This design comes from an exercise in tuning for small area on the open sky130 flow, not from production work. In this exercise RTL edits were held to simulation tests only and were not proved equivalent to the original. Power figures rest on the tool's default switching activity, not on a simulated workload.

==> flow/design.v (excerpt) <==
module fmcf #(
    parameter MAX_FRAME = 128
) (
    input  wire        clk,
    input  wire        rst,
    input  wire        cmd_valid,
    input  wire [11:0] cmd,
    output reg         rsp_valid,
    output reg  [19:0] rsp,
    output wire        tx_valid,
    output wire [8:0]  tx_word,
    input  wire        tx_take,
    input  wire        rx_valid,
    input  wire [9:0]  rx_ev
);
    localparam NROW = MAX_FRAME - 2;
    localparam [1:0] M_IDLE = 2'd0, M_TXBUILD = 2'd1, M_TXPEND = 2'd2, M_RX = 2'd3;
    localparam [2:0] R_NONE = 3'd0, R_OK = 3'd1, R_MALFORMED = 3'd2,
                     R_CHECKSUM = 3'd3, R_TIMEOUT = 3'd4;
    localparam [3:0] E_OK = 4'd0, E_ILLEGAL = 4'd1, E_BUSY = 4'd2, E_SHORT = 4'd3,
                     E_FULL = 4'd4, E_NOFRAME = 4'd5, E_RANGE = 4'd6;
    localparam [3:0] OP_NOP = 4'h0, OP_CRC_INIT = 4'h1, OP_CRC_UPD = 4'h2,
                     OP_CRC_RD = 4'h3, OP_TX_BEGIN = 4'h4, OP_TX_PUSH = 4'h5,
                     OP_TX_END = 4'h6, OP_TX_ABORT = 4'h7, OP_RX_ARM = 4'h8,
                     OP_RX_RD = 4'h9, OP_RD_STAT = 4'hA, OP_RD_RXLEN = 4'hB,
                     OP_RD_TXLEN = 4'hC;
    reg [15:0] crc;
    reg [1:0]  mode;
    reg [7:0]  txlen;
    reg [6:0]  txpos;
    reg [7:0]  rxlen;
    reg [2:0]  result;
  ...
Size: ~7900 cells after synthesis.
==> flow/config.mk <==
export PLATFORM = sky130hd
export DESIGN_NAME = fmcf
export DESIGN_NICKNAME = fmcf
export VERILOG_FILES = /design/flow/design.v
export SDC_FILE = /design/flow/constraint.sdc
export NUM_CORES = 4
export LEC_CHECK = 0
export CAP_MARGIN = 20
export CORE_MARGIN = 2
export CORE_UTILIZATION = 50
export CTS_BUF_LIST = sky130_fd_sc_hd__clkbuf_8
export CTS_CLUSTER_DIAMETER = 60
export CTS_CLUSTER_SIZE = 24
export SLEW_MARGIN = 20
==> flow/constraint.sdc <==
create_clock -name core_clock -period 10.0 [get_ports {clk}]
set_input_delay 2.0000 -clock core_clock [delete_from_list [all_inputs] [get_ports {clk}]]
set_output_delay 2.0000 -clock core_clock [all_outputs]
set_load 0.01 [all_outputs]
run.sh (not shown) runs the stock make flow with config.mk's settings and CLKGATE_MAP_FILE= SYNTH_SCRIPT=/design/flow/synth_recipe.tcl, a recipe that flattens the netlist after the stock synthesis.
The baseline stopped in global routing.
Then changed:
Settings changed: CORE_UTILIZATION 50 to 25, CTS_BUF_LIST sky130_fd_sc_hd__clkbuf_8 to default, CTS_CLUSTER_DIAMETER 60 to default, CTS_CLUSTER_SIZE 24 to default, PLACE_DENSITY from default to 0.32.
After rerunning: This time the run passed the timing, design-rule and antenna checks. Synthesized area stays the same. Synthesized cell count does not change.
Then changed:
==> flow/flow/run.sh (new file) <==
#!/bin/bash
set -o pipefail
export CTS_ARGS="-sink_clustering_enable -repair_clock_nets -dont_use_dummy_load -buf_list sky130_fd_sc_hd__clkbuf_16 -sink_clustering_size 24 -sink_clustering_max_diameter 110"
bash standard.sh > standard.log 2>&1
==> flow/standard.sh (new file) <==
#!/bin/bash
# synth_recipe.tcl (not shown) runs the flow's synth.tcl, then flattens the netlist and writes it again
# the make line also repeats each setting of config.mk as NAME=value (left out here)
make -C /OpenROAD-flow-scripts/flow DESIGN_CONFIG=/design/flow/config.mk WORK_HOME=/design/flow/orfs CLKGATE_MAP_FILE= SYNTH_SCRIPT=/design/flow/synth_recipe.tcl "${@:-finish}"
removed: flow/run.sh
Effect: Core utilization falls by 1.9 points. Die area does not change. Non-clock buffer count falls by 1. Design area falls by 6.3%. Clock-buffer cell count falls by 274. Worst setup slack got worse by 260 ps. Sequential share of layout area rises by 3.0 points. Combinational power hardly moves. Register-to-register slack improved by 60 ps.
Then changed:
==> flow/run.sh (new file) <==
#!/bin/bash
# synth_recipe.tcl (not shown) runs the flow's synth.tcl, then flattens the netlist and writes it again
# the make line also repeats each setting of config.mk as NAME=value (left out here)
make -C /OpenROAD-flow-scripts/flow DESIGN_CONFIG=/design/flow/config.mk WORK_HOME=/design/flow/orfs CLKGATE_MAP_FILE= SYNTH_SCRIPT=/design/flow/synth_recipe.tcl finish
Settings changed: CTS_BUF_LIST from default to sky130_fd_sc_hd__clkbuf_8, CTS_CLUSTER_DIAMETER from default to 45, CTS_CLUSTER_SIZE from default to 16.
removed: flow/flow/run.sh
removed: flow/standard.sh
The new run finished with timing, DRC and antenna clean.
Core utilization came out higher by 2.0 points.
Worst setup slack is worse by 73 ps.
Clock power came out higher by 90%.
Routed wire length came out higher by 0.89%.
Sequential power is about the same.
Hold slack is worse by 4.3 ps.
Maximum frequency came out lower by 0.75%.
Final cell count came out higher by 4.8%.
Total power came out higher by 32%.
Die area is unchanged.
Design area came out higher by 6.9%.

[what the ideal ports hide]
How much do the figures lean on ideal ports? The routed layouts below were timed once more, with nothing changed but the port constraints.
Step 1 (the two cells are an assumption about what drives the block):
set clk [get_ports {clk}]
set_driving_cell -lib_cell sky130_fd_sc_hd__clkbuf_16 $clk
set_driving_cell -lib_cell sky130_fd_sc_hd__buf_2 [delete_from_list [all_inputs] $clk]
Step 2 times the ports against the registers' clock, not the clock port: input delays grow and output delays shrink by t, the midpoint of the rising clock arrivals with the driver on.
a / b / c = ideal ports / drivers / drivers and shift; a / b = the first two.
| run | t, ns | slack for setup (ns) | clock arrival spread, ns | slew at the worst register clock pin (ns) | cell pins on the clock port's net |
|---|---|---|---|---|---|
| the second run | 1.026 | 0.608 / 0.496 / 1.522 | 0.049 / 0.050 | 0.06 / 0.06 | 1 |
| the third run | 1.048 | 0.349 / 0.234 / 1.282 | 0.120 / 0.120 | 0.12 / 0.12 | 1 |
| the fourth run | 1.226 | 0.277 / 0.179 / 1.405 | 0.102 / 0.102 | 0.10 / 0.10 | 1 |
After both steps setup and hold are still met in every run listed.
